This design comes from an exercise in tuning for small area, a short achievable clock period and few clock cycles on the open sky130 flow, not from production work. Function was checked by simulation only, so behaviour that the tests miss may differ from the original.

===== flow/config.mk =====
export PLATFORM = sky130hd
export DESIGN_NAME = pzip_decompressor
export DESIGN_NICKNAME = pzip_decompressor
export VERILOG_FILES = /design/flow/design.v
export SDC_FILE = /design/flow/constraint.sdc
export NUM_CORES = 4
export LEC_CHECK = 0
export ABC_AREA = 1
export CAP_MARGIN = 85
export CORE_MARGIN = 2
export CORE_UTILIZATION = 40
export SLEW_MARGIN = 85

===== flow/constraint.sdc =====
create_clock -name core_clock -period 15.0 [get_ports {clk}]
set_input_delay 3.0000 -clock core_clock [delete_from_list [all_inputs] [get_ports {clk}]]
set_output_delay 3.0000 -clock core_clock [all_outputs]
set_load 0.01 [all_outputs]

===== flow/design.v =====
module pzip_decompressor (
    input  wire       clk,
    input  wire       rst,
    input  wire       in_valid,
    output wire       in_ready,
    input  wire [7:0] in_data,
    input  wire       in_last,
    output wire       out_valid,
    input  wire       out_ready,
    output wire [7:0] out_data,
    output reg        done,
    output reg        err
);
    localparam HAS   = 0,    
               TBYTE = 1,    
               TAG   = 2,    
               RLE_C = 3,    
               RLE_B = 4,    
               RLE   = 5,    
               RAW   = 6,    
               D_S0  = 7,    
               D_LO  = 8,    
               D_HI  = 9,    
               CODE  = 10,   
               HOLD  = 11,   
               FIN   = 12,   
               ENDW  = 13;   
    reg  [13:0] st;
    reg  [23:0] bbuf;
    reg  [4:0]  bcnt;
    reg         last_seen;         
    reg         last_in;           
    reg  [7:0]  ib;                
    reg         ib_v, ib_last;
    reg  [3:0]  idx;
    reg  [3:0]  tlen;
    reg  [3:0]  nshift;           
    reg  [7:0]  trail [0:14];
    reg  [7:0]  run_cnt;
    reg  [2:0]  dbits;
    reg  [7:0]  s [0:8];           
    reg  [35:0] bcd;               
    reg  [7:0]  sq [0:8];
    reg  [35:0] bcdq;
    reg         q_busy;
    reg  [3:0]  qidx;
    reg  [7:0]  qcnt;              
    reg         qrun;              
    reg         zbad;              
    reg         err_r;
    reg         ovf;               
    reg         room;              
    reg         endc;              
    reg         drn;               
    reg  [7:0]  o0, o1;
    reg  [1:0]  ocnt;
    wire [15:0] win = bbuf[23:8];
    function [3:0] add3;
        input [3:0] d;
        begin
            add3[3] = d[3] | (d[2] & (d[1] | d[0]));
            add3[2] = (d[3] & d[0]) | (d[2] & ~d[1] & ~d[0]);
            add3[1] = (~d[3] & ~d[2] & d[1]) | (d[2] & d[1] & d[0]) | (d[3] & ~d[0]);
            add3[0] = (~d[3] & ~d[2] & d[0]) | (d[2] & d[1] & ~d[0]) | (d[3] & ~d[0]);
        end
    endfunction
    function [35:0] dabble8;
        input [35:0] b;
        input [7:0]  x;
        integer k, j;
        reg [35:0] t;
        begin
            t = b;
            for (k = 7; k >= 0; k = k - 1) begin
                for (j = 0; j < 9; j = j + 1)
                    t[4*j +: 4] = add3(t[4*j +: 4]);
                t = {t[34:0], x[k]};
            end
            dabble8 = t;
        end
    endfunction
    reg any_zero;
    integer z;
    always @(*) begin
        any_zero = 1'b0;
        for (z = 0; z < 9; z = z + 1)
            if (bcdq[4*z +: 4] == 4'd0) any_zero = 1'b1;
    end
    wire [3:0] digit = bcdq[qidx*4 +: 4];
    reg  [7:0] perm_byte;
    always @(*) begin
        case (digit)
            4'd1: perm_byte = sq[0];
            4'd2: perm_byte = sq[1];
            4'd3: perm_byte = sq[2];
            4'd4: perm_byte = sq[3];
            4'd5: perm_byte = sq[4];
            4'd6: perm_byte = sq[5];
            4'd7: perm_byte = sq[6];
            4'd8: perm_byte = sq[7];
            default: perm_byte = sq[8];
        endcase
    end
    reg [3:0] d0, d1, d2, d3;
    always @(*) begin
        case (dbits)
            3'd1: begin d0 = {3'b0, win[15]};    d1 = {3'b0, win[14]};
                        d2 = {3'b0, win[13]};    d3 = {3'b0, win[12]}; end
            3'd2: begin d0 = {2'b0, win[15:14]}; d1 = {2'b0, win[13:12]};
                        d2 = {2'b0, win[11:10]}; d3 = {2'b0, win[9:8]}; end
            3'd3: begin d0 = {1'b0, win[15:13]}; d1 = {1'b0, win[12:10]};
                        d2 = {1'b0, win[9:7]};   d3 = {1'b0, win[6:4]}; end
            3'd4: begin d0 = win[15:12]; d1 = win[11:8];
                        d2 = win[7:4];   d3 = win[3:0]; end
            default: begin d0 = 4'd0; d1 = 4'd0; d2 = 4'd0; d3 = 4'd0; end
        endcase
    end
    wire [7:0] prev = st[D_LO] ? s[0] : s[4];
    wire [4:0] p2   = d0 + d1;
    wire [5:0] p3   = p2 + d2;
    wire [5:0] p4   = p2 + (d2 + d3);
    wire [8:0] sum1 = prev + d0;
    wire [8:0] sum2 = prev + p2;
    wire [8:0] sum3 = prev + p3;
    wire [8:0] sum4 = prev + p4;
    wire ge3  = (bcnt >= 5'd3);
    wire ge4  = (bcnt >= 5'd4);
    wire ge5  = (bcnt >= 5'd5);
    wire ge8  = (bcnt >= 5'd8);
    wire ge11 = (bcnt >= 5'd11);
    wire ge12 = (bcnt >= 5'd12);
    wire ge16 = bcnt[4];
    reg  ged;                      
    always @(*) begin
        case (dbits)
            3'd1:    ged = ge4;
            3'd2:    ged = ge8;
            3'd3:    ged = ge12;
            3'd4:    ged = ge16;
            default: ged = 1'b1;
        endcase
    end
    wire [2:0] tag  = win[15:13];
    wire       ld   = !ocnt[1];    
    reg  q_last;                   
    wire idx8       = (idx == 4'd8);
    wire q_ld    = ld && q_busy;               
    wire q_end   = q_ld && q_last;
    wire q_free  = !q_busy || q_end;
    wire handoff = (st[HOLD] || st[RLE]) && q_free;
    wire pe      = ld && !q_busy;              
    wire fin_ld  = pe && st[FIN] && (nshift == 4'd15);
    wire oload   = q_ld || fin_ld;
    wire rec_end = handoff;
    wire tag_go  = (st[TAG] || rec_end) && ge3;
    wire tag_wide = tag_go && ge11 && (tag != 3'd1) && (tag != 3'd7);
    wire rd8     = (st[TBYTE] || st[RLE_C] || st[RLE_B] || st[D_S0] || st[CODE]) && ge8;
    wire rd_has  = st[HAS] && ge5;
    wire rd_d    = (st[D_LO] || st[D_HI]) && ged;
    wire u1  = rd_has && !win[15];
    wire u3  = tag_go && !tag_wide;
    wire u4  = rd_d && (dbits == 3'd1);
    wire u5  = rd_has && win[15];
    wire u8  = rd8 || (st[RAW] && ge8) || (rd_d && dbits == 3'd2);
    wire u11 = tag_wide;
    wire u12 = rd_d && (dbits == 3'd3);
    wire u16 = rd_d && (dbits == 3'd4);
    wire starved = last_seen &&
        ((st[HAS] && !ge5) || (st[TAG] && !ge3) ||
         ((st[TBYTE] || st[RLE_C] || st[RLE_B] || st[RAW] || st[D_S0] || st[CODE]) && !ge8) ||
         ((st[D_LO] || st[D_HI]) && !ged));
    wire   disc     = endc || drn;
    wire   move     = ib_v && (room || disc);
    assign in_ready = !last_in && (!ib_v || room);
    wire   accept   = in_valid && in_ready;
    wire [4:0] cnt_k = u1 ? bcnt - 5'd1 : u3 ? bcnt - 5'd3 : u4 ? bcnt - 5'd4 :
                       u5 ? bcnt - 5'd5 : u8 ? bcnt - 5'd8 : u11 ? bcnt - 5'd11 :
                       u12 ? bcnt - 5'd12 : u16 ? bcnt - 5'd16 : bcnt;
    wire [4:0] cnt_a = u1 ? bcnt + 5'd7 : u3 ? bcnt + 5'd5 : u4 ? bcnt + 5'd4 :
                       u5 ? bcnt + 5'd3 : u8 ? bcnt : u11 ? bcnt - 5'd3 :
                       u12 ? bcnt - 5'd4 : u16 ? bcnt - 5'd8 : bcnt + 5'd8;
    wire le_k = u1 ? (bcnt <= 5'd17) : u3 ? (bcnt <= 5'd19) : u4 ? (bcnt <= 5'd20) :
                u5 ? (bcnt <= 5'd21) : u8 ? (bcnt <= 5'd24) : (u11 || u12 || u16) ? 1'b1 :
                (bcnt <= 5'd16);
    wire le_a = u1 ? (bcnt <= 5'd9) : u3 ? (bcnt <= 5'd11) : u4 ? (bcnt <= 5'd12) :
                u5 ? (bcnt <= 5'd13) : u8 ? (bcnt <= 5'd16) : u11 ? (bcnt <= 5'd19) :
                u12 ? (bcnt <= 5'd20) : u16 ? 1'b1 : (bcnt <= 5'd8);
    wire [23:0] inserted = bbuf | ({ib, 16'h0000} >> bcnt);
    wire [23:0] pre      = move ? inserted : bbuf;
    wire [23:0] shifted  = u1 ? pre << 1 : u3 ? pre << 3 : u4 ? pre << 4 :
                           u5 ? pre << 5 : u8 ? pre << 8 : u11 ? pre << 11 :
                           u12 ? pre << 12 : u16 ? pre << 16 : pre;
    wire tr_pad   = !st[HAS] && !st[TBYTE] && (nshift != 4'd15);
    wire tr_wr    = st[TBYTE] && ge8;
    wire tr_shift = tr_wr || tr_pad || fin_ld;
    integer i;
    always @(posedge clk) begin
        if (tr_shift) begin
            for (i = 0; i < 14; i = i + 1) trail[i] <= trail[i+1];
            trail[14] <= win[15:8];
        end
    end
    wire [7:0] src_data = !q_busy ? trail[0] : qrun ? sq[0] : perm_byte;
    wire opop = (ocnt != 2'd0) && out_ready;
    assign out_valid = (ocnt != 2'd0);
    assign out_data  = o0;
    always @(posedge clk) begin
        if (oload && (ocnt == 2'd0 || (ocnt == 2'd1 && opop)))
            o0 <= src_data;
        else if (opop)
            o0 <= o1;
        if (oload) o1 <= src_data;
    end
    wire [3:0] qidx_n    = handoff ? 4'd0 : q_ld ? qidx + 4'd1 : qidx;
    wire [7:0] qcnt_n    = handoff ? (st[RLE] ? run_cnt : 8'd9) :
                           q_ld ? qcnt - 8'd1 : qcnt;
    always @(posedge clk) begin
        zbad <= any_zero;
        if (handoff) begin
            sq[0] <= s[0]; sq[1] <= s[1]; sq[2] <= s[2];
            sq[3] <= s[3]; sq[4] <= s[4]; sq[5] <= s[5];
            sq[6] <= s[6]; sq[7] <= s[7]; sq[8] <= s[8];
            bcdq  <= bcd;
        end
        qidx     <= qidx_n;
        qcnt     <= qcnt_n;
        q_last   <= (qcnt_n == 8'd1);
        if (handoff) qrun <= st[RLE];
        if (tag_go && tag == 3'd0) run_cnt <= win[12:5];
        else if (st[RLE_C]) run_cnt <= win[15:8];
        if (tag_go) dbits <= tag - 3'd2;
        if (tag_go) s[0] <= win[12:5];
        else if (st[RLE_B] || st[D_S0] || (st[RAW] && idx == 4'd0)) s[0] <= win[15:8];
        if (st[D_LO]) begin
            s[1] <= sum1[7:0]; s[2] <= sum2[7:0];
            s[3] <= sum3[7:0]; s[4] <= sum4[7:0];
        end
        if (st[D_HI]) begin
            s[5] <= sum1[7:0]; s[6] <= sum2[7:0];
            s[7] <= sum3[7:0]; s[8] <= sum4[7:0];
        end
        if (st[RAW]) begin
            if (idx == 4'd1) s[1] <= win[15:8];
            if (idx == 4'd2) s[2] <= win[15:8];
            if (idx == 4'd3) s[3] <= win[15:8];
            if (idx == 4'd4) s[4] <= win[15:8];
            if (idx == 4'd5) s[5] <= win[15:8];
            if (idx == 4'd6) s[6] <= win[15:8];
            if (idx == 4'd7) s[7] <= win[15:8];
            if (idx == 4'd8) s[8] <= win[15:8];
        end
        if (st[D_HI]) bcd <= 36'd0;
        else if (st[RAW]) bcd <= 36'h987654321;
        else if (st[CODE] && ge8) bcd <= dabble8(bcd, win[15:8]);
    end
    wire out_empty = (ocnt == 2'd0) || (ocnt == 2'd1 && out_ready);
    reg [13:0] nst;
    reg        to_done, to_drain, set_err, rec_over;
    always @(*) begin
        nst      = st;
        to_done  = 1'b0;
        to_drain = 1'b0;
        set_err  = 1'b0;
        rec_over = 1'b0;
        if (tag_go) begin
            nst = 14'd0;
            case (tag)
                3'd7: begin
                    rec_over = 1'b1;
                    if (tlen != 4'd0) nst[FIN] = 1'b1;
                    else to_drain = 1'b1;
                end
                3'd0: nst[ge11 ? RLE_B : RLE_C] = 1'b1;
                3'd1: nst[RAW] = 1'b1;
                default: nst[ge11 ? D_LO : D_S0] = 1'b1;
            endcase
        end else if (starved) begin
            set_err  = 1'b1;
            rec_over = 1'b1;
            to_drain = 1'b1;
        end else begin
            if (st[HAS] && ge5) begin
                nst[HAS] = 1'b0;
                if (win[15] && win[14:11] != 4'd0) nst[TBYTE] = 1'b1;
                else nst[TAG] = 1'b1;
            end
            if (st[TBYTE] && ge8 && (idx + 4'd1 == tlen)) begin
                nst[TBYTE] = 1'b0; nst[TAG] = 1'b1;
            end
            if (st[RLE_C] && ge8) begin
                nst[RLE_C] = 1'b0; nst[RLE_B] = 1'b1;
            end
            if (st[RLE_B] && ge8) begin
                nst[RLE_B] = 1'b0;
                if (run_cnt == 8'd0) nst[TAG] = 1'b1;
                else nst[RLE] = 1'b1;
            end
            if (st[RAW] && ge8 && idx8) begin
                nst[RAW] = 1'b0; nst[HOLD] = 1'b1;
            end
            if (st[D_S0] && ge8) begin
                nst[D_S0] = 1'b0; nst[D_LO] = 1'b1;
            end
            if (st[D_LO] && ged) begin
                nst[D_LO] = 1'b0; nst[D_HI] = 1'b1;
            end
            if (st[D_HI] && ged) begin
                nst[D_HI] = 1'b0; nst[CODE] = 1'b1;
            end
            if (st[CODE] && ge8 && idx[1:0] == 2'd3) begin
                nst[CODE] = 1'b0; nst[HOLD] = 1'b1;
            end
            if (handoff) begin
                nst[HOLD] = 1'b0; nst[RLE] = 1'b0; nst[TAG] = 1'b1;
            end
            if (fin_ld && tlen == 4'd1) to_drain = 1'b1;
            if (st[ENDW] && !disc && out_empty && !q_busy)
                to_done = 1'b1;
        end
        if ((q_end && !qrun && zbad) || ovf) begin
            set_err = 1'b1;
            to_done = 1'b0;
            if (!st[FIN] && !st[ENDW]) begin
                rec_over = 1'b1;
                to_drain = 1'b1;
            end
        end
        if (to_drain) begin nst = 14'd0; nst[ENDW] = 1'b1; end
        if (to_done)  begin nst = 14'd0; nst[HAS]   = 1'b1; end
    end
    always @(posedge clk) begin
        if (rst) begin
            st        <= 14'd1;
            bbuf      <= 24'd0;
            bcnt      <= 5'd0;
            last_seen <= 1'b0;
            last_in   <= 1'b0;
            ib_v      <= 1'b0;
            room      <= 1'b1;
            endc      <= 1'b0;
            drn       <= 1'b0;
            ovf       <= 1'b0;
            idx       <= 4'd0;
            tlen      <= 4'd0;
            nshift    <= 4'd0;
            err_r     <= 1'b0;
            done      <= 1'b0;
            err       <= 1'b0;
            ocnt      <= 2'd0;
            q_busy    <= 1'b0;
        end else begin
            if (handoff) q_busy <= 1'b1;
            else if (q_end) q_busy <= 1'b0;
            st   <= nst;
            done <= to_done;
            ocnt <= ocnt + {1'b0, oload} - {1'b0, opop};
            if (disc) begin
                bbuf <= 24'd0;
                bcnt <= 5'd0;
            end else begin
                bbuf <= shifted;
                bcnt <= move ? cnt_a : cnt_k;
            end
            ovf <= (st[D_LO] || st[D_HI]) && ged && sum4[8] && !ovf;
            room <= disc || (move ? le_a : le_k);
            endc <= rec_over;
            if (disc) drn <= !(last_seen || (move && ib_last));
            if (accept) begin
                ib      <= in_data;
                ib_last <= in_last;
                ib_v    <= 1'b1;
            end else if (move)
                ib_v    <= 1'b0;
            if (disc && (last_seen || (move && ib_last))) begin
                last_seen <= 1'b0;
                last_in   <= 1'b0;
            end else begin
                if (move && ib_last) last_seen <= 1'b1;
                if (accept && in_last) last_in <= 1'b1;
            end
            if (to_done) begin
                err       <= err_r;
                err_r     <= 1'b0;
                nshift    <= 4'd0;
            end else begin
                if (set_err) err_r <= 1'b1;
                if (tr_wr || tr_pad) nshift <= nshift + 4'd1;
            end
            if (tag_go || (st[HAS] && ge5) || (st[D_HI] && ged) ||
                (st[CODE] && ge8 && idx[1:0] == 2'd3))
                idx <= 4'd0;
            else if ((st[TBYTE] && ge8) || (st[RAW] && ge8) ||
                     (st[CODE] && ge8))
                idx <= idx + 4'd1;
            if (st[HAS] && ge5) tlen <= win[15] ? win[14:11] : 4'd0;
            else if (fin_ld) tlen <= tlen - 4'd1;
        end
    end
endmodule

===== flow/run.sh =====
#!/bin/bash
# synth_recipe.tcl (not shown) runs the flow's synth.tcl, then flattens the netlist and writes it again
# the make line also repeats each setting of config.mk as NAME=value (left out here)
make -C /OpenROAD-flow-scripts/flow DESIGN_CONFIG=/design/flow/config.mk WORK_HOME=/design/flow/orfs CLKGATE_MAP_FILE= SYNTH_SCRIPT=/design/flow/synth_recipe.tcl finish

==> results of run 1 <==
==> area by class of cell <==
type / count / area, um2 / area share, %
multi-input cells: 2761 / 16300 / 46.3
flip-flops and latches: 455 / 11900 / 33.9
repair buffers: 236 / 2260 / 6.41
inverters: 461 / 1890 / 5.35
clock buffers: 59 / 1360 / 3.84
well taps: 940 / 1180 / 3.33
clock inverters: 33 / 323 / 0.915
diodes: 1 / 2.50 / 0.00709
==> layout by cell type, fill, tap and decap left out, drive strengths merged, types with 10 or more instances in the layout <==
cell type and n:
nor4 10, nand3 322, clkdlybuf4s50 67, a22oi 25, nand2 1055, xor2 37
dfxtp 182, o22ai 44, o21bai 12, clkbuf 78, a31oi 54, edfxtp 273
ha 52, fa 16, a221oi 21, nor2 440, o2111ai 10, o211ai 27
nand4 49, a21oi 214, o21ai 278, nor3 27, buf 139, inv 446
clkinv 42
==> kinds of logic after synthesis <==
family,synth area share (%)
adders and majority gates,3.46
muxes,0.0714
buffers and inverters,7.63
and+or+nand+nor,29.4
xor gates and xnor gates,1.41
DFF,42.2
AOI/OAI and AO/OA,15.8
==> metrics by stage <==
| stage | utilization, % | std cells |
|---|---|---|
| after global placement | 42.1 | 4673 |
| after global routing | 50.7 | 4945 |
| after CTS | 49.3 | 4918 |
| after detailed placement | 46.9 | 4826 |
| final | 50.7 | 4946 |
| after floorplan | - | 3783 |
==> per-layer routing <==
layer | track usage [%] | vias to the layer above
met1 | 30.4 | 12019
met4 | 7.13 | 0
li1 | - | 13155
met5 | 0 | -
met3 | 2.93 | 142
met2 | 34.0 | 724
==> worst max-delay path, delay by kind of cell (launching register included) <==
family	cells	cell delay, ns
buffers and inverters	11	5.28
AO/OA/AOI/OAI	2	0.42
flip-flops	1	0.46
AND/OR/NAND/NOR	1	0.06
==> registers in the layout (all words and copies together), names as in the netlist, 14 cells and up <==
| signal | flops |
|---|---|
| trail | 120 |
| bcd | 36 |
| bbuf | 24 |
| s | 72 |
| st | 14 |
| bcdq | 36 |
| sq | 72 |
==> path summary, 6_finish.rpt <==
check / from / to / slack [ns] / cells after the start
min reg2reg: trail[4][4]$_DFFE_PP_ / trail[3][4]$_DFFE_PP_ / 0.41 / 0
max reg2reg: bcdq[30]$_DFFE_PP_ / zbad$_SDFF_PP1_ / 8.69 / 14
min: trail[4][4]$_DFFE_PP_ / trail[3][4]$_DFFE_PP_ / 0.41 / 0
max: bcdq[30]$_DFFE_PP_ / zbad$_SDFF_PP1_ / 8.69 / 14
==> results.py, run 1 <==
metrics = {
    "outcome": {
        "outcome": "complete, no violations",
    },
    "clock_network": {
        "clkTransAtPathRegs_ns": 0.06,
        "cts.htree.levels": 2,
        "insertion_delay_ns": 0.62,
        "cts_tree": "yes",
        "root_buffer": "clkbuf_16",
        "clk_path_buf_depth": 3,
        "cts_resized": 0,
        "numCtsBuffers": 49,
        "postCtsHoldBufs": 0,
        "clock-sinks": 455,
        "cts_setup_buffers": 0,
    },
    "timing": {
        "setup_viol": 0,
        "worst_pin_slew_ns": 0.246,
        "fin_crit_ns": 6.31,
        "fin_ws_ns": 8.69,
        "finalMaxSlewViolations": 0,
        "max_freq_mhz": 159,
        "slew_headroom_pct": 83.5,
        "skew_ns": 0.0341,
        "post-route-period-util_pct": 42.0,
        "holdWs_ns": 0.414,
        "hold_viol": 0,
        "setup-tns-final_ns": 0,
        "rsz0062_at_grt": "false",
    },
    "critical_path": {
        "crit_arrival_ns": 6.82,
        "crit_type": "flop to flop",
        "slowest_delay_ns": 0.53,
        "required_ns": 15.51,
        "crit_path_end_kind": "flop",
        "path_max_fanout": 2,
        "cp_slowest_cell": "clkdlybuf4s50_1",
        "critPathLaunchType": "flop",
        "cp_common_cell": "clkdlybuf4s50_1",
        "crit_chain": "o41ai_4, clkdlybuf4s50_1, clkdlybuf4s50_1, clkdlybuf4s50_1, clkdlybuf4s50_1, clkdlybuf4s50_1, clkdlybuf4s50_1, clkdlybuf4s50_1, clkdlybuf4s50_1, nor4_4, clkdlybuf4s50_1, clkdlybuf4s50_1, clkdlybuf4s50_1, o41ai_4",
    },
    "yosys": {
        "synth.avg_cell_area_um2": 7.41,
        "syn_inst": 3783,
        "seq_area_frac_synth_pct": 42.2,
        "yosysWarnings": 4,
        "synth.distinct_cells": 67,
        "ys_ff_latch": 455,
        "synth.top_cell.area_share_pct": 29.2,
        "async_flop_share_pct": 0,
        "syn-cell-area_mm2": 0.0280,
        "ys.flop_type": "edfxtp_1",
        "yosys-top-cells-count": "nand2_1, nor2_1, inv_1, nand3_1, edfxtp_1",
        "synth.most_common_cell": "nand2_1",
        "synth_area_leaders": "edfxtp_1, nand2_1, dfxtp_1",
        "synth.net_count": 3864,
        "synth_edf_count": 273,
        "synth_area_leader_cell": "edfxtp_1",
    },
    "detailed_routing": {
        "met2WireLength_mm": 35.4,
        "drc": 0,
        "num_vias": 26040,
        "wl_mm": 79.4,
        "routed.top_layer": "met4",
        "met3_length_mm": 4.65,
        "antenna_left": 0,
        "first_pass_iters": 6,
        "drt-met1-wl_mm": 36.9,
        "wire_per_inst_um": 16.1,
        "first_iter_violations": 2199,
        "viasPerCell": 5.26,
    },
    "grt": {
        "grt_max_degree": 31,
        "grt_pass1_wl_mm": 125,
        "overflow": 0,
        "grt_antenna_before_repair": 0,
        "grt_pass1_vias": 23691,
        "grt.total_usage_pct": 21.5,
    },
    "cells_and_area": {
        "layout-drive-gt1-share_pct": 23.2,
        "areaGrowthSynthToFinish_pct": 25.9,
        "final_area_mm2": 0.0353,
        "fin_nets": 4045,
        "fillers": 6591,
    },
    "die": {
        "initial_core_util_pct": 40.2,
        "fp.dieW_um": 269,
        "core_mm2": 0.0697,
        "die_h_um": 269,
        "num_rows": 97,
        "ios": 25,
        "dieArea_mm2": 0.0722,
    },
    "place": {
        "dp_hpwl_mm": 59.2,
        "gp_congestion": 0.965,
        "place_area_mm2": 0.0327,
        "dpl_worst_slack_ns": 8.93,
        "port-buffer-count": 24,
    },
    "hold_path": {
        "hold_class": "flop to flop",
    },
    "job": {
        "timing.max_cap.violations": 0,
    },
}
Testbench counts, summed over its fixed seeds: cycles 43,357.
==> run 2: changes to the inputs <==
--- a/flow/config.mk
+++ b/flow/config.mk
@@ -8,5 +8,5 @@
 export ABC_AREA = 1
-export CAP_MARGIN = 85
+export CAP_MARGIN = 20
 export CORE_MARGIN = 2
 export CORE_UTILIZATION = 40
-export SLEW_MARGIN = 85
+export SLEW_MARGIN = 78
==> run 2 against run 1 <==
Net effect:
- register-to-register slack improved by 1.9 ns
- synthesized area unchanged
- synthesized cell count unchanged
- clock-buffer cell count unchanged
- clock skew increased by 0.0095 ns
- fmax increased by 30%
- wire length decreased by 3.2%
- final cell count decreased by 2.8%
- via count decreased by 3.4%
==> results.py, run 2 <==
metrics = {
    "timing": {
        "fin_crit_ns": 4.86,
        "max_freq_mhz": 206,
        "skew_ns": 0.0436,
        "setup-tns-final_ns": 0,
        "setup_viol": 0,
        "post-route-period-util_pct": 32.4,
        "rsz0062_at_grt": "false",
        "worst_pin_slew_ns": 0.332,
        "finalMaxSlewViolations": 0,
        "hold_viol": 0,
        "slew_headroom_pct": 77.9,
    },
    "clock_network": {
        "cts_setup_buffers": 0,
        "cts_tree": "yes",
        "insertion_delay_ns": 0.62,
        "clkTransAtPathRegs_ns": 0.07,
        "cts.htree.levels": 2,
        "root_buffer": "clkbuf_16",
        "clock-sinks": 455,
        "cts_resized": 0,
        "clk_path_buf_depth": 3,
        "numCtsBuffers": 48,
        "postCtsHoldBufs": 0,
    },
    "critical_path": {
        "crit_path_end_kind": "primary output",
        "required_ns": 12.00,
        "rrSetupSlack_ns": 10.62,
        "crit_arrival_ns": 1.86,
        "path_max_fanout": 3,
        "crit_type": "flop to primary output",
        "critPathLaunchType": "flop",
    },
    "place": {
        "dp_cells": 4713,
        "dp_hpwl_mm": 56.8,
        "port-buffer-count": 24,
        "gp_congestion": 0.965,
    },
    "detailed_routing": {
        "viasPerCell": 5.23,
        "wire_per_inst_um": 16.0,
        "first_pass_iters": 8,
        "first_iter_violations": 2174,
        "drc": 0,
        "wl_mm": 76.8,
        "antenna_left": 0,
        "num_vias": 25160,
    },
    "cells_and_area": {
        "multi_input_area_mm2": 0.0148,
        "areaGrowthSynthToFinish_pct": 14.9,
        "fin_nets": 3909,
        "mostFrequentLayoutCell": "nand2_1",
        "layout_common_cells": "nand2_1, nor2_1, inv_1",
        "instances_no_fill": 4807,
        "layout-drive-gt1-share_pct": 14.9,
        "seq_area_mm2": 0.0119,
        "largestRegisters": "trail x120, s x72, sq x72",
        "largest_reg_flops": 120,
        "fin_util_pct": 46.2,
        "diodes": 0,
        "max_flop_register": "trail",
        "fillers": 6886,
    },
    "yosys": {
        "synth.top_cell.area_share_pct": 29.2,
        "ys_ff_latch": 455,
        "syn-cell-area_mm2": 0.0280,
        "synthXorXnorAreaFrac_pct": 1.41,
        "yosys-top-cells-count": "nand2_1, nor2_1, inv_1, nand3_1, edfxtp_1",
        "synth.most_common_cell": "nand2_1",
        "async_flop_share_pct": 0,
        "synth_area_leaders": "edfxtp_1, nand2_1, dfxtp_1",
        "synth_compound_area_share_pct": 15.8,
        "synth.distinct_cells": 67,
        "ys.flop_type": "edfxtp_1",
        "synth_adder_area_share_pct": 3.46,
        "yosysWarnings": 4,
        "seq_area_frac_synth_pct": 42.2,
        "synth_top_family_by_area": "simple AND/OR/NAND/NOR gates",
        "synthMuxAreaShare_pct": 0.0714,
        "synth_area_leader_cell": "edfxtp_1",
        "synth.net_count": 3864,
        "syn_inst": 3783,
        "synth_edf_count": 273,
        "synth-simple-area-share_pct": 29.4,
        "synth.avg_cell_area_um2": 7.41,
    },
    "die": {
        "num_rows": 97,
        "fp.dieW_um": 269,
        "ios": 25,
        "core_mm2": 0.0697,
        "die_h_um": 269,
        "initial_core_util_pct": 40.2,
        "dieArea_mm2": 0.0722,
    },
    "grt": {
        "grt_pass1_wl_mm": 121,
        "grt_max_degree": 49,
        "grt.total_usage_pct": 20.9,
        "overflow": 0,
        "grt_antenna_before_repair": 0,
        "grt_pass1_vias": 22692,
    },
    "hold_path": {
        "hold_class": "flop to flop",
    },
    "job": {
        "timing.max_cap.violations": 0,
    },
    "outcome": {
        "outcome": "complete, no violations",
    },
}
run 2: cell counts after synthesis:
Identical to the previous run, type by type.
run 2: path summary, 6_finish.rpt:
check                                            from                     to  depth (start not counted)
worst max-delay path                  room$_SDFF_PP1_               in_ready                          3
worst min-delay path            trail[1][2]$_DFFE_PP_  trail[0][2]$_DFFE_PP_                          0
worst max register to register     dbits[2]$_DFFE_PP_        s[8][7]$_DFF_P_                         21
worst min register to register  trail[1][2]$_DFFE_PP_  trail[0][2]$_DFFE_PP_                          0
run 2: per-stage QoR:
step                worst slack [ns]  hold WS, ns  cell area (um2)
floorplan                       9.81        0.398            28000
global placement                9.86        0.400            29300
detailed placement              9.74        0.405            30400
CTS                            10.10        0.418            32000
global route                   10.05        0.419            32200
finish                         10.14        0.413            32200
run 2: layer usage:
layer / share of wire [%] / global-route usage (%)
met5: 0 / 0
met4: 2.5 / 5.96
met3: 6.4 / 2.91
met2: 44 / 33.1
met1: 47 / 29.9
run 2: critical path: stages, from the launching register on:
cell	delay, ns
dfxtp_1	0.39
nor2_1	0.08
nor2_1	0.19
clkdlybuf4s50_1	0.60
run 2: cell families after synthesis:
kind of cell,Yosys count
mux,2
xor+xnor,45
fa+ha+maj,68
simple gates,1911
flops,455
compound gates,735
buf+inv,567
run 2: area by class of cell:
class                   instances  share of cell area [%]
inverters                     461                    5.56
well taps                     940                    3.65
repair buffers                101                    2.97
clock buffers                  59                    4.08
clock inverters                30                   0.991
flip-flops and latches        455                    36.9
multi-input cells            2761                    45.8
==> run 3: changes to the inputs <==
--- a/flow/config.mk
+++ b/flow/config.mk
@@ -8,3 +8,3 @@
 export ABC_AREA = 1
-export CAP_MARGIN = 20
+export CAP_MARGIN = 78
 export CORE_MARGIN = 2
==> run 3 against run 2 <==
Net effect:
- global-route usage about the same
- clock-buffer cell count increased by 1
- fmax increased by 0.14%
- flip-flop and latch count unchanged
- synthesized area unchanged
- core utilization decreased by 0.066 points
- first-iteration DRC count decreased by 5.4%
- sequential share of layout area increased by 0.053 points
- via count increased by 0.35%
- synthesized cell count unchanged
- critical path type unchanged
- highest routed layer is now met5
==> results.py, run 3 <==
metrics = {
    "outcome": {
        "outcome": "complete, no violations",
    },
    "critical_path": {
        "crit_arrival_ns": 1.85,
        "path_max_fanout": 3,
        "crit_path_end_kind": "primary output",
        "required_ns": 12.00,
        "critPathLaunchType": "flop",
        "crit_type": "flop to primary output",
    },
    "die": {
        "core_mm2": 0.0697,
        "dieArea_mm2": 0.0722,
        "fp.dieW_um": 269,
        "num_rows": 97,
        "initial_core_util_pct": 40.2,
        "die_h_um": 269,
        "ios": 25,
    },
    "timing": {
        "fin_ws_ns": 10.15,
        "finalMaxSlewViolations": 0,
        "fin_crit_ns": 4.85,
        "max_freq_mhz": 206,
        "setup-tns-final_ns": 0,
        "worst_pin_slew_ns": 0.333,
        "hold_viol": 0,
        "setup_viol": 0,
        "skew_ns": 0.0234,
        "post-route-period-util_pct": 32.3,
        "holdWs_ns": 0.405,
        "rsz0062_at_grt": "false",
        "slew_headroom_pct": 77.8,
    },
    "detailed_routing": {
        "wire_per_inst_um": 15.9,
        "first_iter_violations": 2056,
        "wl_mm": 76.5,
        "viasPerCell": 5.25,
        "first_pass_iters": 5,
        "antenna_left": 0,
        "drc": 0,
        "num_vias": 25247,
    },
    "yosys": {
        "synth-simple-area-share_pct": 29.4,
        "ys_ff_latch": 455,
        "synth_area_leaders": "edfxtp_1, nand2_1, dfxtp_1",
        "synth.top_cell.area_share_pct": 29.2,
        "synth_edf_count": 273,
        "synthMuxAreaShare_pct": 0.0714,
        "synth_area_leader_cell": "edfxtp_1",
        "syn_inst": 3783,
        "synth.avg_cell_area_um2": 7.41,
        "synth.net_count": 3864,
        "synth_compound_area_share_pct": 15.8,
        "yosysWarnings": 4,
        "yosys-top-cells-count": "nand2_1, nor2_1, inv_1, nand3_1, edfxtp_1",
        "synth_adder_area_share_pct": 3.46,
        "synthXorXnorAreaFrac_pct": 1.41,
        "synth.distinct_cells": 67,
        "synth.most_common_cell": "nand2_1",
        "synth_top_family_by_area": "simple AND/OR/NAND/NOR gates",
        "ys.flop_type": "edfxtp_1",
        "seq_area_frac_synth_pct": 42.2,
        "syn-cell-area_mm2": 0.0280,
        "async_flop_share_pct": 0,
    },
    "place": {
        "gp_congestion": 0.965,
        "port-buffer-count": 24,
        "dpl_worst_slack_ns": 9.76,
        "dp_hpwl_mm": 56.8,
    },
    "clock_network": {
        "cts_setup_buffers": 0,
        "cts_tree": "yes",
        "clock-sinks": 455,
        "clk_path_buf_depth": 3,
        "postCtsHoldBufs": 0,
        "numCtsBuffers": 48,
        "insertion_delay_ns": 0.60,
        "clkTransAtPathRegs_ns": 0.06,
        "cts_resized": 0,
        "root_buffer": "clkbuf_16",
        "cts.htree.levels": 2,
    },
    "cells_and_area": {
        "largestRegisters": "trail x120, s x72, sq x72",
        "layout_common_cells": "nand2_1, nor2_1, inv_1",
        "mostFrequentLayoutCell": "nand2_1",
        "fillers": 6939,
        "max_flop_register": "trail",
        "areaGrowthSynthToFinish_pct": 14.7,
        "largest_reg_flops": 120,
        "layout-drive-gt1-share_pct": 14.8,
        "multi_input_area_mm2": 0.0148,
        "seq_area_mm2": 0.0119,
        "fin_nets": 3907,
    },
    "grt": {
        "grt_antenna_before_repair": 1,
        "grt.total_usage_pct": 21.0,
        "overflow": 0,
        "grt_pass1_wl_mm": 121,
        "grt_pass1_vias": 22792,
        "grt_max_degree": 49,
    },
    "hold_path": {
        "hold_class": "flop to flop",
    },
    "job": {
        "timing.max_cap.violations": 0,
    },
}
## run 3: cell families (layout without fill, tap and decap cells)
group	after synthesis	after routing
simple gates	1911	1911
compound gates	735	735
buf+inv	567	649
flops	455	455
fa+ha+maj	68	68
xor+xnor	45	45
mux	2	2
other cells	0	1
## run 3: stage by stage
stage	utilization (%)	cells	instance area, um2
floorplan	-	3783	28000
global placement	42.1	4673	29300
detailed placement	43.6	4711	30400
CTS	45.9	4800	32000
global route	46.2	4805	32200
finish	46.2	4806	32200
## run 3: path summary, 6_finish.rpt
| kind | cells after the start | slack [ns] | start | endpoint |
|---|---|---|---|---|
| setup / recovery | 3 | 10.15 | room$_SDFF_PP1_ | in_ready |
| hold / removal | 0 | 0.40 | trail[10][7]$_DFFE_PP_ | trail[9][7]$_DFFE_PP_ |
| setup reg to reg | 20 | 10.52 | dbits[2]$_DFFE_PP_ | s[8][7]$_DFF_P_ |
| hold reg to reg | 0 | 0.40 | trail[10][7]$_DFFE_PP_ | trail[9][7]$_DFFE_PP_ |
## run 3: layout make-up
cell class	instances	area share, %
multi-input combinational	2761	46.0
sequential	455	37.0
inverter	461	5.56
clock buffer	60	4.03
tap	940	3.66
timing repair buffer	99	2.89
clock inverter	29	0.926
antenna	1	0.00778
## run 3: critical path, cell delays in order (launching register included)
cell,delay (ns)
dfxtp_1,0.39
nor2_1,0.08
nor2_1,0.18
clkdlybuf4s50_1,0.59
## run 3: layer usage
| layer | share of wire (%) | global-route usage (%) | vias to the layer above |
|---|---|---|---|
| met4 | 2.8 | 6.32 | 2 |
| li1 | - | - | 12863 |
| met3 | 6.0 | 3.05 | 113 |
| met1 | 47 | 29.7 | 11560 |
| met5 | 0.016 | 0 | - |
| met2 | 44 | 33.2 | 709 |
==> run 4: changes to the inputs <==
--- a/flow/config.mk
+++ b/flow/config.mk
@@ -11,2 +11,4 @@
 export CORE_UTILIZATION = 40
+export CTS_CLUSTER_DIAMETER = 60
+export CTS_CLUSTER_SIZE = 35
 export SLEW_MARGIN = 78
==> run 4 against run 3 <==
Net effect:
- still clean
- register-to-register slack better by 0.06 ns
- clock skew is 0.012 ns higher
- wire length is 0.23% lower
- core utilization is 0.35 points lower
- largest cell class unchanged
==> results.py, run 4 <==
metrics = {
    "timing": {
        "finalMaxSlewViolations": 0,
        "worst_pin_slew_ns": 0.342,
        "slew_headroom_pct": 77.2,
        "hold_viol": 0,
        "rsz0062_at_grt": "false",
        "setup_viol": 0,
        "fin_ws_ns": 10.17,
        "skew_ns": 0.0350,
        "setup-tns-final_ns": 0,
        "fin_crit_ns": 4.83,
        "max_freq_mhz": 207,
        "post-route-period-util_pct": 32.2,
    },
    "clock_network": {
        "cts_tree": "yes",
        "clock-sinks": 455,
        "insertion_delay_ns": 0.61,
        "clk_path_buf_depth": 3,
        "root_buffer": "clkbuf_16",
        "cts_resized": 0,
        "numCtsBuffers": 36,
        "cts_setup_buffers": 0,
        "postCtsHoldBufs": 0,
        "clkTransAtPathRegs_ns": 0.10,
        "cts.htree.levels": 2,
    },
    "critical_path": {
        "crit_type": "flop to primary output",
        "required_ns": 12.00,
        "cp_common_cell": "nor2_1",
        "critPathLaunchType": "flop",
        "cp_slowest_cell": "clkdlybuf4s50_1",
        "crit_arrival_ns": 1.83,
        "critPathBufInv": 1,
        "crit_chain": "nor2_1, nor2_1, clkdlybuf4s50_1",
        "crit_path_end_kind": "primary output",
        "path_max_fanout": 3,
        "cp_top_family": "buffers and inverters",
        "slowest_delay_ns": 0.59,
    },
    "yosys": {
        "synth.distinct_cells": 67,
        "yosysWarnings": 4,
        "async_flop_share_pct": 0,
        "synth_edf_count": 273,
        "synth.avg_cell_area_um2": 7.41,
        "synth.net_count": 3864,
        "synth.top_cell.area_share_pct": 29.2,
        "syn_inst": 3783,
        "synth.most_common_cell": "nand2_1",
        "ys_ff_latch": 455,
        "syn-cell-area_mm2": 0.0280,
        "synth_area_leaders": "edfxtp_1, nand2_1, dfxtp_1",
        "ys.flop_type": "edfxtp_1",
        "synth_area_leader_cell": "edfxtp_1",
        "seq_area_frac_synth_pct": 42.2,
        "yosys-top-cells-count": "nand2_1, nor2_1, inv_1, nand3_1, edfxtp_1",
    },
    "cells_and_area": {
        "layout-drive-gt1-share_pct": 14.7,
        "final_area_mm2": 0.0319,
        "diodes": 0,
        "areaGrowthSynthToFinish_pct": 13.8,
        "largestRegisters": "trail x120, s x72, sq x72",
        "max_flop_register": "trail",
        "fillers": 6933,
        "fin_nets": 3894,
        "mostFrequentLayoutCell": "nand2_1",
        "largest_reg_flops": 120,
        "layout_common_cells": "nand2_1, nor2_1, inv_1",
    },
    "detailed_routing": {
        "drc": 0,
        "first_iter_violations": 2036,
        "viasPerCell": 5.27,
        "num_vias": 25209,
        "antenna_left": 0,
        "first_pass_iters": 6,
        "wire_per_inst_um": 16.0,
        "wl_mm": 76.3,
    },
    "outcome": {
        "outcome": "complete, no violations",
    },
    "grt": {
        "grt.total_usage_pct": 21.0,
        "grt_max_degree": 49,
        "grt_antenna_before_repair": 1,
        "grt_pass1_wl_mm": 121,
        "overflow": 0,
        "grt_pass1_vias": 22784,
    },
    "place": {
        "place_area_mm2": 0.0304,
        "gp_congestion": 0.965,
        "port-buffer-count": 24,
        "dp_hpwl_mm": 56.8,
        "dpl_worst_slack_ns": 9.76,
    },
    "job": {
        "timing.max_cap.violations": 0,
    },
    "die": {
        "initial_core_util_pct": 40.2,
        "num_rows": 97,
        "dieArea_mm2": 0.0722,
        "ios": 25,
        "die_h_um": 269,
        "fp.dieW_um": 269,
        "core_mm2": 0.0697,
    },
    "hold_path": {
        "hold_class": "flop to flop",
    },
}
## run 4: cell counts after synthesis
Identical to the previous run, type by type.
## run 4: stage by stage
stage / hold slack, ns / util (%) / std cells
after floorplan: 0.398 / - / 3783
after global placement: 0.400 / 42.1 / 4673
after detailed placement: 0.405 / 43.6 / 4711
after CTS: 0.404 / 45.5 / 4777
after global routing: 0.415 / 45.8 / 4781
final: 0.404 / 45.8 / 4781
## run 4: logic make-up after synthesis
group	after synthesis	synth area share (%)
AO/OA/AOI/OAI	735	15.8
XOR/XNOR	45	1.41
adder cells (fa/ha/maj)	68	3.46
buffers and inverters	567	7.63
flip-flops	455	42.2
multiplexers	2	0.0714
AND/OR/NAND/NOR	1911	29.4
## run 4: metal layers
layer  up-vias  track usage [%]  part of all wire [%]
met5         -                0                 0.013
met4         2             6.01                   2.9
met3       131             2.94                   5.9
met2       715             33.3                    44
met1     11531             29.9                    47
li1      12830                -                     -
## run 4: layout make-up
cell class	instances	area [um2]	area share [%]
timing repair buffer	98	916	2.87
sequential	455	11900	37.2
clock buffer	36	901	2.82
clock inverter	30	474	1.49
tap	940	1180	3.69
multi-input combinational	2761	14800	46.3
inverter	461	1790	5.61
## run 4: path summary, 6_finish.rpt
| kind | start | end | slack [ns] | cells past startpoint |
|---|---|---|---|---|
| worst min register to register | trail[11][2]$_DFFE_PP_ | trail[10][2]$_DFFE_PP_ | 0.40 | 0 |
| worst min-delay path | trail[11][2]$_DFFE_PP_ | trail[10][2]$_DFFE_PP_ | 0.40 | 0 |
| worst max-delay path | room$_SDFF_PP1_ | in_ready | 10.17 | 3 |
| worst max register to register | dbits[2]$_DFFE_PP_ | s[8][7]$_DFF_P_ | 10.58 | 20 |
==> run 5: changes to the inputs <==
--- a/flow/config.mk
+++ b/flow/config.mk
@@ -11,4 +11,4 @@
 export CORE_UTILIZATION = 40
-export CTS_CLUSTER_DIAMETER = 60
-export CTS_CLUSTER_SIZE = 35
+export CTS_CLUSTER_DIAMETER = 80
+export CTS_CLUSTER_SIZE = 30
 export SLEW_MARGIN = 78
==> run 5 against run 4 <==
Net effect:
- largest cell class unchanged
- still clean
- sequential share of layout area increased by 0.40 points
- highest routed layer unchanged
- design area decreased by 1.1%
- via count decreased by 0.22%
==> results.py, run 5 <==
metrics = {
    "outcome": {
        "outcome": "complete, no violations",
    },
    "yosys": {
        "synthXorXnorAreaFrac_pct": 1.41,
        "synth_area_leader_cell": "edfxtp_1",
        "yosys-top-cells-count": "nand2_1, nor2_1, inv_1, nand3_1, edfxtp_1",
        "ys.flop_type": "edfxtp_1",
        "synth_compound_area_share_pct": 15.8,
        "synth.avg_cell_area_um2": 7.41,
        "synth.most_common_cell": "nand2_1",
        "yosysWarnings": 4,
        "synth_top_family_by_area": "simple AND/OR/NAND/NOR gates",
        "syn-cell-area_mm2": 0.0280,
        "ys_ff_latch": 455,
        "synth.distinct_cells": 67,
        "synth_area_leaders": "edfxtp_1, nand2_1, dfxtp_1",
        "syn_inst": 3783,
        "async_flop_share_pct": 0,
        "synth.top_cell.area_share_pct": 29.2,
        "seq_area_frac_synth_pct": 42.2,
        "synth_adder_area_share_pct": 3.46,
        "synth.net_count": 3864,
        "synthMuxAreaShare_pct": 0.0714,
        "synth-simple-area-share_pct": 29.4,
        "synth_edf_count": 273,
    },
    "grt": {
        "grt_pass1_vias": 22622,
        "grt_antenna_before_repair": 1,
        "overflow": 0,
        "grt_max_degree": 49,
        "grt.total_usage_pct": 20.7,
        "grt_pass1_wl_mm": 121,
    },
    "clock_network": {
        "insertion_delay_ns": 0.60,
        "postCtsHoldBufs": 0,
        "cts.htree.levels": 1,
        "cts_setup_buffers": 0,
        "numCtsBuffers": 26,
        "cts_resized": 0,
        "clock-sinks": 455,
        "clkTransAtPathRegs_ns": 0.11,
        "cts_tree": "yes",
        "clk_path_buf_depth": 3,
        "root_buffer": "clkbuf_16",
    },
    "critical_path": {
        "r2r-start": "dbits[2]$_DFFE_PP_",
        "crit_type": "flop to primary output",
        "ff2ff_path_depth": 20,
        "crit_path_end_kind": "primary output",
        "path_max_fanout": 3,
        "crit_start": "room$_SDFF_PP1_",
        "required_ns": 12.00,
        "crit_arrival_ns": 1.84,
        "critPathLaunchType": "flop",
    },
    "hold_path": {
        "whs_path_depth": 0,
        "hold_class": "flop to flop",
        "hp-start": "trail[2][2]$_DFFE_PP_",
    },
    "cells_and_area": {
        "areaGrowthSynthToFinish_pct": 12.6,
        "layout-drive-gt1-share_pct": 14.1,
        "max_flop_register": "trail",
        "fin_nets": 3886,
        "largest_reg_flops": 120,
        "mostFrequentLayoutCell": "nand2_1",
        "fillers": 6977,
        "layout_common_cells": "nand2_1, nor2_1, inv_1",
        "final_area_mm2": 0.0316,
        "largestRegisters": "trail x120, s x72, sq x72",
        "diodes": 0,
    },
    "detailed_routing": {
        "viasPerCell": 5.28,
        "num_vias": 25153,
        "wire_per_inst_um": 15.9,
        "antenna_left": 0,
        "first_iter_violations": 1966,
        "drc": 0,
        "first_pass_iters": 6,
        "wl_mm": 75.8,
    },
    "timing": {
        "setup-tns-final_ns": 0,
        "finalMaxSlewViolations": 0,
        "post-route-period-util_pct": 32.3,
        "rsz0062_at_grt": "false",
        "max_freq_mhz": 206,
        "holdWs_ns": 0.421,
        "skew_ns": 0.0307,
        "slew_headroom_pct": 78.0,
        "setup_viol": 0,
        "worst_pin_slew_ns": 0.330,
        "hold_viol": 0,
        "fin_crit_ns": 4.84,
    },
    "place": {
        "place_area_mm2": 0.0304,
        "dp_hpwl_mm": 56.8,
        "gp_congestion": 0.965,
        "port-buffer-count": 24,
    },
    "job": {
        "timing.max_cap.violations": 0,
    },
    "die": {
        "dieArea_mm2": 0.0722,
        "ios": 25,
        "fp.dieW_um": 269,
        "die_h_um": 269,
        "num_rows": 97,
        "core_mm2": 0.0697,
        "initial_core_util_pct": 40.2,
    },
}
==> run 5: cells by family (layout without fill, tap and decap cells) <==
logic type,after synthesis,in the layout
simple gates,1911,1911
compound gates,735,735
buf+inv,567,609
flops,455,455
fa+ha+maj,68,68
xor+xnor,45,45
mux,2,2
==> run 5: worst paths after layout <==
| check | to | slack (ns) |
|---|---|---|
| setup reg to reg | s[8][7]$_DFF_P_ | 10.50 |
| hold reg to reg | trail[1][2]$_DFFE_PP_ | 0.42 |
| hold / removal | trail[1][2]$_DFFE_PP_ | 0.42 |
| setup / recovery | in_ready | 10.16 |
==> run 5: worst max-delay path, stage by stage, from the launching register on <==
cell and delay [ns]:
dfxtp_1 0.40, nor2_1 0.08, nor2_1 0.18, clkdlybuf4s50_1 0.59
==> run 5: cell type report <==
type	instances	area (um2)	area share, %
Clock buffer	31	669	2.12
Clock inverter	17	334	1.06
Inverter	461	1790	5.67
Multi-Input combinational cell	2761	14800	46.8
Sequential cell	455	11900	37.6
Tap cell	940	1180	3.73
Timing Repair Buffer	100	943	2.99
==> run 5: routing by layer <==
layer	vias up	global-route usage [%]	wire length, um	part of all wire [%]
li1	12806	-	-	-
met1	11552	30.0	35800	47
met2	681	33.4	33800	45
met3	112	1.97	4230	5.6
met4	2	5.23	2030	2.7
met5	-	0	8	0.011
==> run 5: per-stage QoR <==
stage	std cells	setup WS (ns)	util (%)
floorplan	3783	9.81	-
global placement	4673	9.86	42.1
detailed placement	4711	9.76	43.6
CTS	4759	10.10	45.0
global route	4765	10.05	45.3
finish	4765	10.16	45.3
==> run 6: changes to the inputs <==
--- a/flow/config.mk
+++ b/flow/config.mk
@@ -10,3 +10,3 @@
 export CORE_MARGIN = 2
-export CORE_UTILIZATION = 40
+export CORE_UTILIZATION = 50
 export CTS_CLUSTER_DIAMETER = 80
==> run 6 against run 5 <==
Net effect:
- still clean
- hold slack worse by 0.010 ns
- wire length up 12%
- non-clock buffer count down 1
- clock skew up 0.0065 ns
- via count up 3.5%
- design area down 0.82%
- final cell count down 4.1%
- largest cell class unchanged
- highest routed layer is now met4
==> results.py, run 6 <==
metrics = {
    "clock_network": {
        "clock-sinks": 455,
        "insertion_delay_ns": 0.62,
        "cts.htree.levels": 1,
        "clkTransAtPathRegs_ns": 0.12,
        "cts_resized": 0,
        "cts_tree": "yes",
        "postCtsHoldBufs": 0,
        "numCtsBuffers": 25,
        "cts_setup_buffers": 0,
        "root_buffer": "clkbuf_16",
        "clk_path_buf_depth": 3,
    },
    "yosys": {
        "yosys-top-cells-count": "nand2_1, nor2_1, inv_1, nand3_1, edfxtp_1",
        "synth.most_common_cell": "nand2_1",
        "ys_ff_latch": 455,
        "seq_area_frac_synth_pct": 42.2,
        "syn_inst": 3783,
        "async_flop_share_pct": 0,
        "synth.net_count": 3864,
        "yosysWarnings": 4,
        "synth_edf_count": 273,
        "synth_area_leader_cell": "edfxtp_1",
        "syn-cell-area_mm2": 0.0280,
        "synth_area_leaders": "edfxtp_1, nand2_1, dfxtp_1",
        "synth.top_cell.area_share_pct": 29.2,
        "synth.distinct_cells": 67,
        "ys.flop_type": "edfxtp_1",
        "synth.avg_cell_area_um2": 7.41,
    },
    "cells_and_area": {
        "fin_nets": 3884,
        "instances_no_fill": 4570,
        "largest_reg_flops": 120,
        "layout_common_cells": "nand2_1, nor2_1, inv_1",
        "mostFrequentLayoutCell": "nand2_1",
        "max_flop_register": "trail",
        "areaGrowthSynthToFinish_pct": 11.7,
        "layout-drive-gt1-share_pct": 14.2,
        "diodes": 0,
        "largestRegisters": "trail x120, s x72, sq x72",
        "fillers": 5162,
    },
    "timing": {
        "finalMaxSlewViolations": 0,
        "setup-tns-final_ns": 0,
        "rsz0062_at_grt": "false",
        "skew_ns": 0.0372,
        "max_freq_mhz": 203,
        "setup_viol": 0,
        "holdWs_ns": 0.411,
        "slew_headroom_pct": 76.2,
        "post-route-period-util_pct": 32.9,
        "hold_viol": 0,
        "worst_pin_slew_ns": 0.354,
        "fin_crit_ns": 4.94,
    },
    "die": {
        "die_h_um": 241,
        "num_rows": 86,
        "initial_core_util_pct": 50.7,
        "dieArea_mm2": 0.0580,
        "ios": 25,
        "fp.dieW_um": 241,
        "core_mm2": 0.0553,
    },
    "place": {
        "dp_cells": 4518,
        "port-buffer-count": 24,
        "gp_congestion": 0.936,
        "dp_hpwl_mm": 63.2,
    },
    "critical_path": {
        "critPathLaunchType": "flop",
        "ff2ff_path_depth": 20,
        "crit_path_end_kind": "primary output",
        "crit_arrival_ns": 1.94,
        "r2r-start": "dbits[2]$_DFFE_PP_",
        "rrSetupSlack_ns": 10.47,
        "crit_type": "flop to primary output",
        "reg2reg_to": "s[8][7]$_DFF_P_",
        "required_ns": 12.00,
        "path_max_fanout": 6,
    },
    "grt": {
        "grt.total_usage_pct": 28.7,
        "overflow": 0,
        "grt_antenna_before_repair": 0,
        "grt_pass1_vias": 24008,
        "grt_max_degree": 40,
        "grt_pass1_wl_mm": 131,
    },
    "detailed_routing": {
        "first_iter_violations": 2147,
        "antenna_left": 0,
        "drc": 0,
        "viasPerCell": 5.70,
        "wire_per_inst_um": 18.6,
        "num_vias": 26039,
        "first_pass_iters": 8,
        "wl_mm": 85.0,
    },
    "job": {
        "timing.max_cap.violations": 0,
    },
    "hold_path": {
        "min_to": "trail[7][6]$_DFFE_PP_",
        "hold_class": "flop to flop",
        "hp-start": "trail[8][6]$_DFFE_PP_",
        "whs_path_depth": 0,
    },
    "outcome": {
        "outcome": "complete, no violations",
    },
}
==> run 6: critical path: stages, from the launching register on <==
cell and delay, ns:
dfxtp_2 0.41, nor2_1 0.27, inv_1 0.15, clkdlybuf4s50_1 0.50
==> run 6: per-stage QoR <==
step	utilization, %	instance area, um2	setup slack, ns
after floorplan	-	28000	9.81
after global placement	52.6	29100	9.66
after detailed placement	54.4	30100	9.62
after CTS	56.1	31000	10.06
after global routing	56.6	31300	9.98
final	56.6	31300	10.06
==> run 6: routing by layer <==
layer | GRT usage, % | wire length, um | vias to the layer above
met4 | 7.43 | 2380 | 0
met5 | 0 | 0 | -
met2 | 48.4 | 39600 | 870
met1 | 39.6 | 38000 | 12276
li1 | - | - | 12772
met3 | 2.73 | 5020 | 121
==> run 6: worst max path at each step <==
stage	endpoint	from	slack (ns)	cells past startpoint
after floorplan	q_last$_DFF_P_	q_busy$_SDFFE_PP0P_	9.81	12
after global placement	st[5]$_SDFFE_PP0P_	rst	9.66	9
after detailed placement	st[5]$_SDFFE_PP0P_	out_ready	9.62	13
after CTS	out_valid	ocnt[1]$_SDFF_PP0_	10.06	3
after global routing	out_valid	ocnt[1]$_SDFF_PP0_	9.98	3
final	out_valid	ocnt[1]$_SDFF_PP0_	10.06	3
==> run 6: final cells by class <==
| class | count | area [um2] | area share (%) |
|---|---|---|---|
| flip-flops and latches | 455 | 11900 | 38.0 |
| well taps | 748 | 936 | 2.99 |
| clock inverters | 15 | 260 | 0.831 |
| inverters | 461 | 1800 | 5.74 |
| repair buffers | 99 | 932 | 2.98 |
| clock buffers | 31 | 679 | 2.17 |
| multi-input cells | 2761 | 14800 | 47.3 |
==> run 6: cell families (layout without fill, tap and decap cells) <==
group	after synthesis	after routing	synth area share [%]
simple gates	1911	1911	29.4
xor+xnor	45	45	1.41
flops	455	455	42.2
buf+inv	567	606	7.63
mux	2	2	0.0714
compound gates	735	735	15.8
fa+ha+maj	68	68	3.46
==> run 7: changes to the inputs <==
--- a/flow/config.mk
+++ b/flow/config.mk
@@ -8,7 +8,7 @@
 export ABC_AREA = 1
-export CAP_MARGIN = 78
+export CAP_MARGIN = 74
 export CORE_MARGIN = 2
-export CORE_UTILIZATION = 50
+export CORE_UTILIZATION = 40
 export CTS_CLUSTER_DIAMETER = 80
 export CTS_CLUSTER_SIZE = 30
-export SLEW_MARGIN = 78
+export SLEW_MARGIN = 74
==> run 7 against run 6 <==
Net effect:
- clock skew down 0.0013 ns
- critical path type unchanged
- first-iteration DRC count is 6.2% higher
- still clean
- highest routed layer is now met5
==> results.py, run 7 <==
metrics = {
    "yosys": {
        "synth.most_common_cell": "nand2_1",
        "syn_inst": 3783,
        "yosysWarnings": 4,
        "yosys-top-cells-count": "nand2_1, nor2_1, inv_1, nand3_1, edfxtp_1",
        "async_flop_share_pct": 0,
        "ys.flop_type": "edfxtp_1",
        "synth_area_leaders": "edfxtp_1, nand2_1, dfxtp_1",
        "synth.top_cell.area_share_pct": 29.2,
        "ys_ff_latch": 455,
        "synth_area_leader_cell": "edfxtp_1",
        "syn-cell-area_mm2": 0.0280,
        "synth.avg_cell_area_um2": 7.41,
        "synth_edf_count": 273,
        "synth.distinct_cells": 67,
        "synth.net_count": 3864,
        "seq_area_frac_synth_pct": 42.2,
    },
    "timing": {
        "post-route-period-util_pct": 32.5,
        "worst_pin_slew_ns": 0.400,
        "holdWs_ns": 0.422,
        "hold_viol": 0,
        "setup-tns-final_ns": 0,
        "max_freq_mhz": 205,
        "fin_crit_ns": 4.87,
        "rsz0062_at_grt": "false",
        "slew_headroom_pct": 73.3,
        "skew_ns": 0.0359,
        "setup_viol": 0,
        "finalMaxSlewViolations": 0,
    },
    "cells_and_area": {
        "layout-drive-gt1-share_pct": 13.0,
        "fin_util_pct": 44.7,
        "largest_reg_flops": 120,
        "diodes": 0,
        "layout_common_cells": "nand2_1, nor2_1, inv_1",
        "largestRegisters": "trail x120, s x72, sq x72",
        "areaGrowthSynthToFinish_pct": 11.1,
        "mostFrequentLayoutCell": "nand2_1",
        "max_flop_register": "trail",
        "fin_nets": 3872,
    },
    "clock_network": {
        "numCtsBuffers": 26,
        "clk_path_buf_depth": 3,
        "root_buffer": "clkbuf_16",
        "clkTransAtPathRegs_ns": 0.11,
        "cts_setup_buffers": 0,
        "cts.htree.levels": 1,
        "clock-sinks": 455,
        "insertion_delay_ns": 0.61,
        "postCtsHoldBufs": 0,
        "cts_tree": "yes",
        "cts_resized": 0,
    },
    "critical_path": {
        "critPathLaunchType": "flop",
        "crit_type": "flop to primary output",
        "required_ns": 12.00,
        "crit_arrival_ns": 1.87,
        "cp_top_family": "buffers and inverters",
        "ff2ff_path_depth": 21,
        "cp_slowest_cell": "clkdlybuf4s50_1",
        "crit_path_end_kind": "primary output",
        "slowest_delay_ns": 0.49,
        "path_max_fanout": 6,
        "critPathBufInv": 2,
        "crit_chain": "nor2_1, inv_1, clkdlybuf4s50_1",
        "path_depth": 3,
    },
    "detailed_routing": {
        "drc": 0,
        "wire_per_inst_um": 15.9,
        "viasPerCell": 5.29,
        "first_iter_violations": 2280,
        "first_pass_iters": 6,
        "wl_mm": 75.5,
        "num_vias": 25105,
        "antenna_left": 0,
    },
    "die": {
        "num_rows": 97,
        "fp.dieW_um": 269,
        "initial_core_util_pct": 40.2,
        "core_mm2": 0.0697,
        "dieArea_mm2": 0.0722,
        "ios": 25,
        "die_h_um": 269,
    },
    "grt": {
        "grt_pass1_vias": 22536,
        "grt_max_degree": 49,
        "grt_antenna_before_repair": 1,
        "overflow": 0,
        "grt.total_usage_pct": 20.8,
        "grt_pass1_wl_mm": 121,
    },
    "place": {
        "dp_hpwl_mm": 56.5,
        "port-buffer-count": 24,
        "gp_congestion": 0.965,
    },
    "hold_path": {
        "whs_path_depth": 0,
        "hold_class": "flop to flop",
    },
    "job": {
        "timing.max_cap.violations": 0,
    },
    "outcome": {
        "outcome": "complete, no violations",
    },
}
==> run 7: cell count changes in the layout (fill, tap and decap cells not counted), sizes merged <==
cell,delta
buf,-4
dlymetal6s2s,-1
clkdlybuf4s50,-5
clkbuf,-5
clkdlybuf4s18,+1
inv,-5
clkdlybuf4s15,+1
clkinv,+6
==> run 7: cell type report <==
cell class	count	area (um2)
fill	7009	38500
multi-input combinational	2761	14600
sequential	455	11900
inverter	461	1760
tap	940	1180
timing repair buffer	86	820
clock buffer	31	669
clock inverter	16	298
==> run 7: logic make-up (layout without fill, tap and decap cells) <==
| logic type | count (synthesis) | after routing | share of synthesized area [%] |
|---|---|---|---|
| flops | 455 | 455 | 42.2 |
| mux | 2 | 2 | 0.0714 |
| buf+inv | 567 | 594 | 7.63 |
| xor+xnor | 45 | 45 | 1.41 |
| fa+ha+maj | 68 | 68 | 3.46 |
| simple gates | 1911 | 1911 | 29.4 |
| compound gates | 735 | 735 | 15.8 |
==> run 7: metal layers <==
metal	vias to the layer above	wire [um]	GRT usage, %
met5	-	13	0
met4	2	2040	5.09
met3	124	4470	2.14
met2	731	33500	33.2
met1	11500	35500	30.3
li1	12748	-	-
==> run 7: worst paths after layout <==
| check | from | end | slack [ns] |
|---|---|---|---|
| min | s[6][2]$_DFF_P_ | sq[6][2]$_DFFE_PP_ | 0.42 |
| max reg2reg | dbits[2]$_DFFE_PP_ | s[8][7]$_DFF_P_ | 10.47 |
| max | ocnt[1]$_SDFF_PP0_ | out_valid | 10.13 |
| min reg2reg | s[6][2]$_DFF_P_ | sq[6][2]$_DFFE_PP_ | 0.42 |
==> run 7: through the flow <==
step                      instances  instance area [um2]  worst slack, ns
after floorplan                3783                28000             9.81
after global placement         4673                29300             9.86
after detailed placement       4700                30000             9.76
after CTS                      4747                31000            10.10
after global routing           4750                31100            10.01
final                          4750                31100            10.13
==> run 7: worst reg2reg max path, stage by stage, from the launching register on <==
cell and delay (ns):
edfxtp_1 0.45, inv_1 0.08, nand2_1 0.12, nor2_2 0.28
inv_2 0.19, o22ai_1 0.15, a221o_1 0.17, ha_1 0.18
inv_1 0.05, fa_1 0.41, o21ai_0 0.31, ha_1 0.37
ha_1 0.33, ha_1 0.35, a21oi_1 0.13, o21ai_0 0.13
a21oi_1 0.15, nor2_1 0.05, nor2_1 0.14, xor2_1 0.20
nand2_1 0.07, a22oi_1 0.14

-- afterwards: timing with drivers on the ports --
Ports are ideal in the flow. The routed layouts listed here were re-timed in OpenROAD.
Step 1 assumes that a clkbuf_16 drives the clock port and a buf_2 every other input.
Step 2 times the ports against the registers' clock, not the clock port: input delays grow and output delays shrink by t, the midpoint of the rising clock arrivals with the driver on.
Slacks: ideal / step 1 / step 2; pairs: ideal / step 1.
run | t, ns | setup WS [ns] | hold WS [ns] | slew at the worst register clock pin (ns)
run 1 | 0.667 | 8.693 / 8.693 / 8.693 | 0.414 / 0.414 / 0.414 | 0.07 / 0.07
run 2 | 0.665 | 10.143 / 10.081 / 9.758 | 0.413 / 0.413 / 0.413 | 0.07 / 0.07
run 3 | 0.654 | 10.150 / 10.090 / 9.750 | 0.405 / 0.405 / 0.405 | 0.06 / 0.06
run 4 | 0.647 | 10.166 / 10.105 / 9.771 | 0.404 / 0.404 / 0.404 | 0.10 / 0.10
run 5 | 0.651 | 10.157 / 10.093 / 9.740 | 0.421 / 0.421 / 0.421 | 0.11 / 0.11
run 6 | 0.659 | 10.065 / 10.006 / 9.656 | 0.411 / 0.411 / 0.411 | 0.12 / 0.12
run 7 | 0.654 | 10.128 / 10.066 / 9.770 | 0.422 / 0.422 / 0.422 | 0.11 / 0.11
After both steps setup and hold are still met in every run listed. The setup slack of run 5, which loses most, moves by -0.064 ns with the drivers and by -0.417 ns with both steps.
